From an optimization exercise on the open Yosys and OpenROAD flow, aimed at small area, a short achievable clock period and few clock cycles per item; shortcuts taken in it are not production practice. The RTL was checked by simulation tests, not by an equivalence proof against the original design.

## design.v

```verilog
module cmpr_enc4 (
    input  wire         clk,
    input  wire         rst,
    input  wire         in_valid,
    output wire         in_ready,
    input  wire [511:0] in_pixels,
    input  wire [31:0]  in_dim,
    output reg          out_valid,
    output reg  [15:0]  out_r0,
    output reg  [15:0]  out_r1,
    output reg  [31:0]  out_idx,
    output reg  [3:0]   out_flags
);
    localparam [31:0] BLACK = 32'h000000FF;
    localparam [31:0] WHITE = 32'hFFFFFFFF;
    localparam [2:0] S_IDLE  = 3'd0,
                     S_PAIR  = 3'd1,
                     S_KEYS  = 3'd2,
                     S_INDEX = 3'd3,
                     S_DONE  = 3'd4;
    reg [2:0] state;
    reg [31:0] pix  [0:15];
    reg [15:0] inb;       
    reg [15:0] surv;      
    reg        need_pt;
    function [35:0] cdist;
        input [31:0] s;
        input [31:0] p;
        reg signed [8:0] dr, dg, db, da;
        reg [17:0] sq_rgb;
        reg [15:0] sq_a;
        reg [15:0] aa;
        begin
            dr = $signed({1'b0, s[31:24]}) - $signed({1'b0, p[31:24]});
            dg = $signed({1'b0, s[23:16]}) - $signed({1'b0, p[23:16]});
            db = $signed({1'b0, s[15:8]})  - $signed({1'b0, p[15:8]});
            da = $signed({1'b0, s[7:0]})   - $signed({1'b0, p[7:0]});
            sq_rgb = dr * dr + dg * dg + db * db;
            sq_a   = da * da;
            aa     = s[7:0] * p[7:0];
            cdist   = 36'd195075 * sq_a + 36'd2 * sq_rgb * aa;
        end
    endfunction
    function [15:0] enc565;
        input [31:0] c;
        begin
            enc565 = {c[31:27], c[23:18], c[15:11]};
        end
    endfunction
    function [7:0] blend21;
        input [7:0] a;
        input [7:0] b;
        reg [9:0] s;
        begin
            s = {1'b0, a, 1'b0} + {2'b00, b};
            blend21 = s / 3;
        end
    endfunction
    function [7:0] avg2;
        input [7:0] a;
        input [7:0] b;
        reg [8:0] s;
        begin
            s = {1'b0, a} + {1'b0, b};
            avg2 = s[8:1];
        end
    endfunction
    reg  [31:0] du_s, du_p;
    wire [35:0] du_d = cdist(du_s, du_p);
    reg [3:0]  pi, pj;
    reg [3:0]  best_a, best_b;
    reg [35:0] best_d;
    reg        found;
    reg [31:0] pal [0:3];
    reg [3:0]  ip;         
    reg [1:0]  ie;         
    reg [35:0] min_d;
    reg [1:0]  min_e;
    reg [31:0] idx_w;
    always @(*) begin
        if (state == S_PAIR) begin
            du_s = pix[pi];
            du_p = pix[pj];
        end else begin
            du_s = pix[ip];
            du_p = pal[ie];
        end
    end
    reg [3:0]  first_s;
    reg        any_s;
    integer    k;
    always @(*) begin
        first_s = 4'd0;
        any_s   = 1'b0;
        for (k = 15; k >= 0; k = k - 1) begin
            if (surv[k]) begin
                first_s = k[3:0];
                any_s   = 1'b1;
            end
        end
    end
    reg [31:0] ka, kb, ka_n, kb_n;
    reg [15:0] ra, rb, ra_n, rb_n;
    reg        f_def, f_tie, f_swp;
    always @(*) begin
        f_def = 1'b0;
        f_tie = 1'b0;
        f_swp = 1'b0;
        if (found) begin
            ka = pix[best_a];
            kb = pix[best_b];
        end else if (any_s) begin
            ka = pix[first_s];
            kb = pix[first_s];
        end else begin
            ka = BLACK;
            kb = WHITE;
            f_def = 1'b1;
        end
        ra = enc565(ka);
        rb = enc565(kb);
        if (any_s && ra == rb && ka != kb) begin
            kb    = (ra == 16'h0000) ? WHITE : BLACK;
            rb    = enc565(kb);
            f_tie = 1'b1;
        end
        if ((need_pt && ra > rb) || (!need_pt && ra < rb)) begin
            ka_n  = kb;
            kb_n  = ka;
            ra_n  = rb;
            rb_n  = ra;
            f_swp = 1'b1;
        end else begin
            ka_n = ka;
            kb_n = kb;
            ra_n = ra;
            rb_n = rb;
        end
    end
    wire        four = ra_n > rb_n;
    wire [31:0] bl_ab = {blend21(ka_n[31:24], kb_n[31:24]),
                         blend21(ka_n[23:16], kb_n[23:16]),
                         blend21(ka_n[15:8],  kb_n[15:8]), 8'hFF};
    wire [31:0] bl_ba = {blend21(kb_n[31:24], ka_n[31:24]),
                         blend21(kb_n[23:16], ka_n[23:16]),
                         blend21(kb_n[15:8],  ka_n[15:8]), 8'hFF};
    wire [23:0] av    = {avg2(ka_n[31:24], kb_n[31:24]),
                         avg2(ka_n[23:16], kb_n[23:16]),
                         avg2(ka_n[15:8],  kb_n[15:8])};
    wire [31:0] cur = pix[ip];
    reg  [1:0]  exact_e, trans_e;
    reg         exact_hit, trans_hit;
    integer     e;
    always @(*) begin
        exact_e   = 2'd0;
        exact_hit = 1'b0;
        trans_e   = 2'd0;
        trans_hit = 1'b0;
        for (e = 3; e >= 0; e = e - 1) begin
            if (pal[e] == cur) begin
                exact_e   = e[1:0];
                exact_hit = 1'b1;
            end
            if (pal[e][7:0] == 8'd0) begin
                trans_e   = e[1:0];
                trans_hit = 1'b1;
            end
        end
    end
    wire        take_cur  = (ie == 2'd0) || (du_d < min_d);
    wire [1:0]  min_e_nx  = take_cur ? ie : min_e;
    wire [1:0]  pix_index = !inb[ip]                          ? 2'd0 :
                            exact_hit                         ? exact_e :
                            (cur[7:0] < 8'd16 && trans_hit)   ? trans_e :
                                                                min_e_nx;
    assign in_ready = (state == S_IDLE);
    integer n;
    always @(posedge clk) begin
        if (rst) begin
            state     <= S_IDLE;
            out_valid <= 1'b0;
        end else begin
            out_valid <= 1'b0;
            case (state)
                S_IDLE: begin
                    if (in_valid) begin
                        for (n = 0; n < 16; n = n + 1) begin
                            pix[n]  <= in_pixels[32*n +: 32];
                            inb[n]  <= ({12'd0, n[1:0]} < in_dim[15:0]) &&
                                       ({12'd0, n[3:2]} < in_dim[31:16]);
                            surv[n] <= ({12'd0, n[1:0]} < in_dim[15:0]) &&
                                       ({12'd0, n[3:2]} < in_dim[31:16]) &&
                                       (in_pixels[32*n +: 8] >= 8'd16);
                        end
                        need_pt <= 1'b0;
                        for (n = 0; n < 16; n = n + 1) begin
                            if (({12'd0, n[1:0]} < in_dim[15:0]) &&
                                ({12'd0, n[3:2]} < in_dim[31:16]) &&
                                (in_pixels[32*n +: 8] < 8'd16))
                                need_pt <= 1'b1;
                        end
                        pi    <= 4'd0;
                        pj    <= 4'd1;
                        found <= 1'b0;
                        state <= S_PAIR;
                    end
                end
                S_PAIR: begin
                    if (surv[pi] && surv[pj] && (!found || du_d > best_d)) begin
                        best_d <= du_d;
                        best_a <= pi;
                        best_b <= pj;
                        found  <= 1'b1;
                    end
                    if (pj == 4'd15) begin
                        if (pi == 4'd14) begin
                            state <= S_KEYS;
                        end else begin
                            pi <= pi + 4'd1;
                            pj <= pi + 4'd2;
                        end
                    end else begin
                        pj <= pj + 4'd1;
                    end
                end
                S_KEYS: begin
                    pal[0] <= ka_n;
                    pal[1] <= kb_n;
                    if (four) begin
                        pal[2] <= bl_ab;
                        pal[3] <= bl_ba;
                    end else begin
                        pal[2] <= {av, 8'hFF};
                        pal[3] <= {av, 8'h00};
                    end
                    out_r0    <= ra_n;
                    out_r1    <= rb_n;
                    out_flags <= {f_swp, f_tie, f_def, need_pt};
                    ip    <= 4'd0;
                    ie    <= 2'd0;
                    idx_w <= 32'd0;
                    state <= S_INDEX;
                end
                S_INDEX: begin
                    min_d <= take_cur ? du_d : min_d;
                    min_e <= min_e_nx;
                    if (ie == 2'd3) begin
                        idx_w <= {idx_w[29:0], pix_index};
                        ie    <= 2'd0;
                        if (ip == 4'd15)
                            state <= S_DONE;
                        else
                            ip <= ip + 4'd1;
                    end else begin
                        ie <= ie + 2'd1;
                    end
                end
                S_DONE: begin
                    out_idx   <= idx_w;
                    out_valid <= 1'b1;
                    state     <= S_IDLE;
                end
                default: state <= S_IDLE;
            endcase
        end
    end
endmodule
```

## run.sh

```bash
#!/bin/bash
# synth_recipe.tcl (not shown) runs the flow's synth.tcl, then flattens the netlist and writes it again
# the make line also repeats each setting of config.mk as NAME=value (left out here)
make -C /OpenROAD-flow-scripts/flow DESIGN_CONFIG=/design/flow/config.mk WORK_HOME=/design/flow/orfs CLKGATE_MAP_FILE= SYNTH_SCRIPT=/design/flow/synth_recipe.tcl finish
```

## config.mk

```make
export PLATFORM = sky130hd
export DESIGN_NAME = cmpr_enc4
export DESIGN_NICKNAME = cmpr_enc4
export VERILOG_FILES = /design/flow/design.v
export SDC_FILE = /design/flow/constraint.sdc
export NUM_CORES = 8
export LEC_CHECK = 0
export CAP_MARGIN = 20
export CORE_MARGIN = 2
export CORE_UTILIZATION = 25
export PLACE_DENSITY = 0.45
export SLEW_MARGIN = 20
```

## constraint.sdc

```tcl
create_clock -name core_clock -period 23.0 [get_ports {clk}]
set_input_delay 4.6000 -clock core_clock [delete_from_list [all_inputs] [get_ports {clk}]]
set_output_delay 4.6000 -clock core_clock [all_outputs]
set_load 0.01 [all_outputs]
```

==> results.txt <==
Placer Congestion - 1.09
CP startpoint kind - flip-flop
Clock Skew - 0.119 ns
layout cells sized above 1 - 10.7%
critical path startpoint - pj[0]
Synth Flop Type - edfxtp_1
vias in the first global route - 92049
Die W - 607 um
Post-route DRC - 0
drt wl/cell - 41.2 um
synth-to-layout area growth - 20.6%
dpl hpwl - 485 mm
global-route wire length before repair - 840 mm
endpoint class of the critical path - flip-flop
Worst Tran Pin Value - 1.31 ns
row cnt - 221
CP max FO - 15
cell count after placement - 15073
r2r setup slk - 0.89 ns
CP Data Required Time - 23.63 ns
initial antenna violation count - 75
Post-synth EDFFs - 823
worst path bufs/invs - 17
min-delay src - idx_w[31]
max-cap viol count - 0
R2R cell count - 89
Final setup violation count - 0
CTS tree - done
CP peak stage delay - 0.69 ns
final WL - 634 mm
area of the multi-input gates - 0.0598 mm2
CORE AREA - 0.363 mm2
Seq/Total Area, Yosys - 27.2%
Post-Layout Cell Count - 15383
Final Max Tran Viols - 0
die area - 0.369 mm2
Root Driver - clkbuf_16
register bit total from synthesis - 827
Post-Syn Area - 0.0910 mm2
FILL cells - 37661
Synth cell types - 121
DR vias - 93853
Reg-to-Reg Start - pj[0]
Fin. Hold Viols - 0
warnings from Yosys - 3
hold slack - 0.423 ns
H-tree levels - 3
post-route cell area - 0.110 mm2
DRT antenna net count - 0
Worst Hold Depth - 0
FF+latch area - 0.0248 mm2
max frequency - 45.2 MHz
Largest delay share family, worst path - adder cells
Worst slew margin - 12.1%
final worst-path cycle share - 96.1%
status - no timing/DRC/antenna violations
syn_nets - 11495
io pins - 617
Clock Pin Slew Worst Setup and Hold Paths - 0.06 ns
GRT overflow - 0
ys async rst share - 0%
Worst Hold End - out_idx[31]
Vias/cell - 6.10
net count reported at finish - 12256
Max clock buf depth - 4
Critical R2R Capture - min_d[9]
Initial DRT Pass Iterations - 14
starting density of the core - 25.1%
Tmin final - 22.11 ns
most frequent CP cell - fa_1
Port Buffer Count - 616
placed cell areas - 0.106 mm2
total track usage - 33.3%
setup_tns - 0 ns
Post-Syn Instances - 9666
Die H - 607 um
Slowest-stage cell, CP - a2111oi_4
CTS Buf Count - 107
Sink Count - 827
largest net degree at the start of global routing - 155
Hold WC Path Type - flip-flop to flip-flop
syn_area_per_cell - 9.42 um2
WS Path Type - flip-flop to flip-flop
critical path arrival - 22.74 ns
clock latency (worst-skew pair) - 0.93 ns
initial DRC count - 14602
-- sequential cells by signal, summed over array words and instances (netlist names), 32 cells and up --
signal	count
best_d	36
idx_w	32
min_d	36
out_idx	32
pal	81
pix	512
-- worst register-to-register path, delay by kind of cell, from the launching register on --
kind	cells	cell delay, ns
buf+inv	17	2.21
compound gates	29	5.61
xor+xnor	5	0.83
fa+ha+maj	22	9.73
flops	1	0.50
simple gates	16	2.90
-- cells in the mapped netlist, types with 205 or more instances --
master	instances	share of area [%]
a22oi_1	419	3.5
xnor2_1	303	2.9
inv_1	1160	4.8
a221oi_1	247	2.4
edfxtp_1	823	27
ha_1	640	8.8
o21ai_0	277	1.5
a22o_1	255	2.5
fa_1	642	14
clkbuf_1	383	1.6
a21oi_1	484	2.7
and2_1	205	1.4
nand2_1	733	3.0
nor2_1	545	2.2
-- worst max-delay path by stage --
stage	endpoint	depth (start not counted)
floorplan	best_a[0]	84
global placement	min_d[9]	89
detailed placement	min_e[0]	86
CTS	min_e[0]	86
global route	idx_w[0]	87
finish	min_d[9]	89
-- kinds of logic (layout without fill, tap and decap cells) --
logic type / Yosys count / count (layout) / share of synthesized area, %
AOI/OAI and AO/OA: 2711 / 2711 / 21.8
and+or+nand+nor: 2438 / 2438 / 13.2
buffers and inverters: 1760 / 2605 / 7.83
adders and majority gates: 1282 / 1282 / 22.9
DFF: 827 / 827 / 27.2
xor gates and xnor gates: 389 / 389 / 3.76
muxes: 259 / 259 / 3.27
other: 0 / 78 / 0
-- what timing repair did --
| action | 4_1_cts | 5_1_grt |
|---|---|---|
| resized for setup | 0 | 42 |
| hold endpoints to repair | 0 | 0 |
| buffers inserted | 0 | 30 |
| hold buffers | 0 | 0 |
| endpoints found under the setup margin | 0 | 85 |
-- cells in the final DEF (no fill, tap or decap), types with 42 or more instances in the layout --
cell / instances
inv_1: 1158
edfxtp_1: 823
nand2_1: 730
fa_1: 642
ha_1: 637
clkdlybuf4s50_1: 616
buf_4: 585
nor2_1: 529
a21oi_1: 476
a22oi_1: 419
xnor2_1: 298
o21ai_0: 270
a22o_1: 255
a221oi_1: 246
and2_1: 182
nand3_1: 173
mux2i_1: 159
a222oi_1: 142
nor3_1: 134
nand4_1: 120
clkbuf_16: 107
o22ai_1: 94
a21o_1: 93
a31oi_1: 89
nand2b_1: 87
xor2_1: 82
diode_2: 78
and3_1: 69
o21bai_1: 68
mux2_2: 67
nor4_1: 62
nor2b_1: 55
a211oi_1: 43
nand3b_1: 42
-- cell type report --
cell class,instances,share of cell area (%)
Multi-Input combinational cell,7079,54.5
Sequential cell,827,22.6
Inverter,1174,4.02
Antenna cell,78,0.178
Timing Repair Buffer,1238,10.2
Clock inverter,72,0.561
Clock buffer,121,2.49
Tap cell,4794,5.46
-- stage by stage --
step / util [%] / setup slack (ns)
2_1_floorplan: - / 0.807
3_5_place_dp: 29.1 / 0.417
6_report: 30.3 / 0.892
3_3_place_gp: 29.1 / 0.294
4_1_cts: 30.1 / 0.305
5_1_grt: 30.2 / -0.0284
-- per-layer routing --
| metal | vias to the layer above | global-route usage (%) | wire [um] |
|---|---|---|---|
| li1 | 37094 | - | - |
| met1 | 46917 | 38.1 | 231000 |
| met2 | 7393 | 50.8 | 275000 |
| met3 | 2413 | 11.3 | 65400 |
| met4 | 36 | 26.8 | 63400 |
| met5 | - | 0 | 305 |
Testbench counts, summed over its fixed seeds: cycles 95,744, blocks 512.

## what the ideal ports hide
The flow's constraints put no driver on any port. The routed layout listed below was extracted and timed again, unchanged, in two steps.
Step 1, drivers: a clkbuf_16 drives clk and a buf_2 each remaining input, both assumed.
Step 2 times the ports against the registers' clock, not the clock port: input delays grow and output delays shrink by t, the midpoint of the rising clock arrivals with the driver on.
Slacks: no drivers / after step 1 / after step 2; pairs: no drivers / after step 1.
shift t [ns]: 0.990
setup slack, ns: 0.892 / 0.892 / 0.892
hold slack, ns: 0.423 / 0.423 / 0.423
worst setup path at the end: register to register
pins driven straight from the clock port: 1
After both steps setup and hold are still met in this run. The setup slack of this run moves by 0.000 ns with the drivers and by 0.000 ns with both steps.
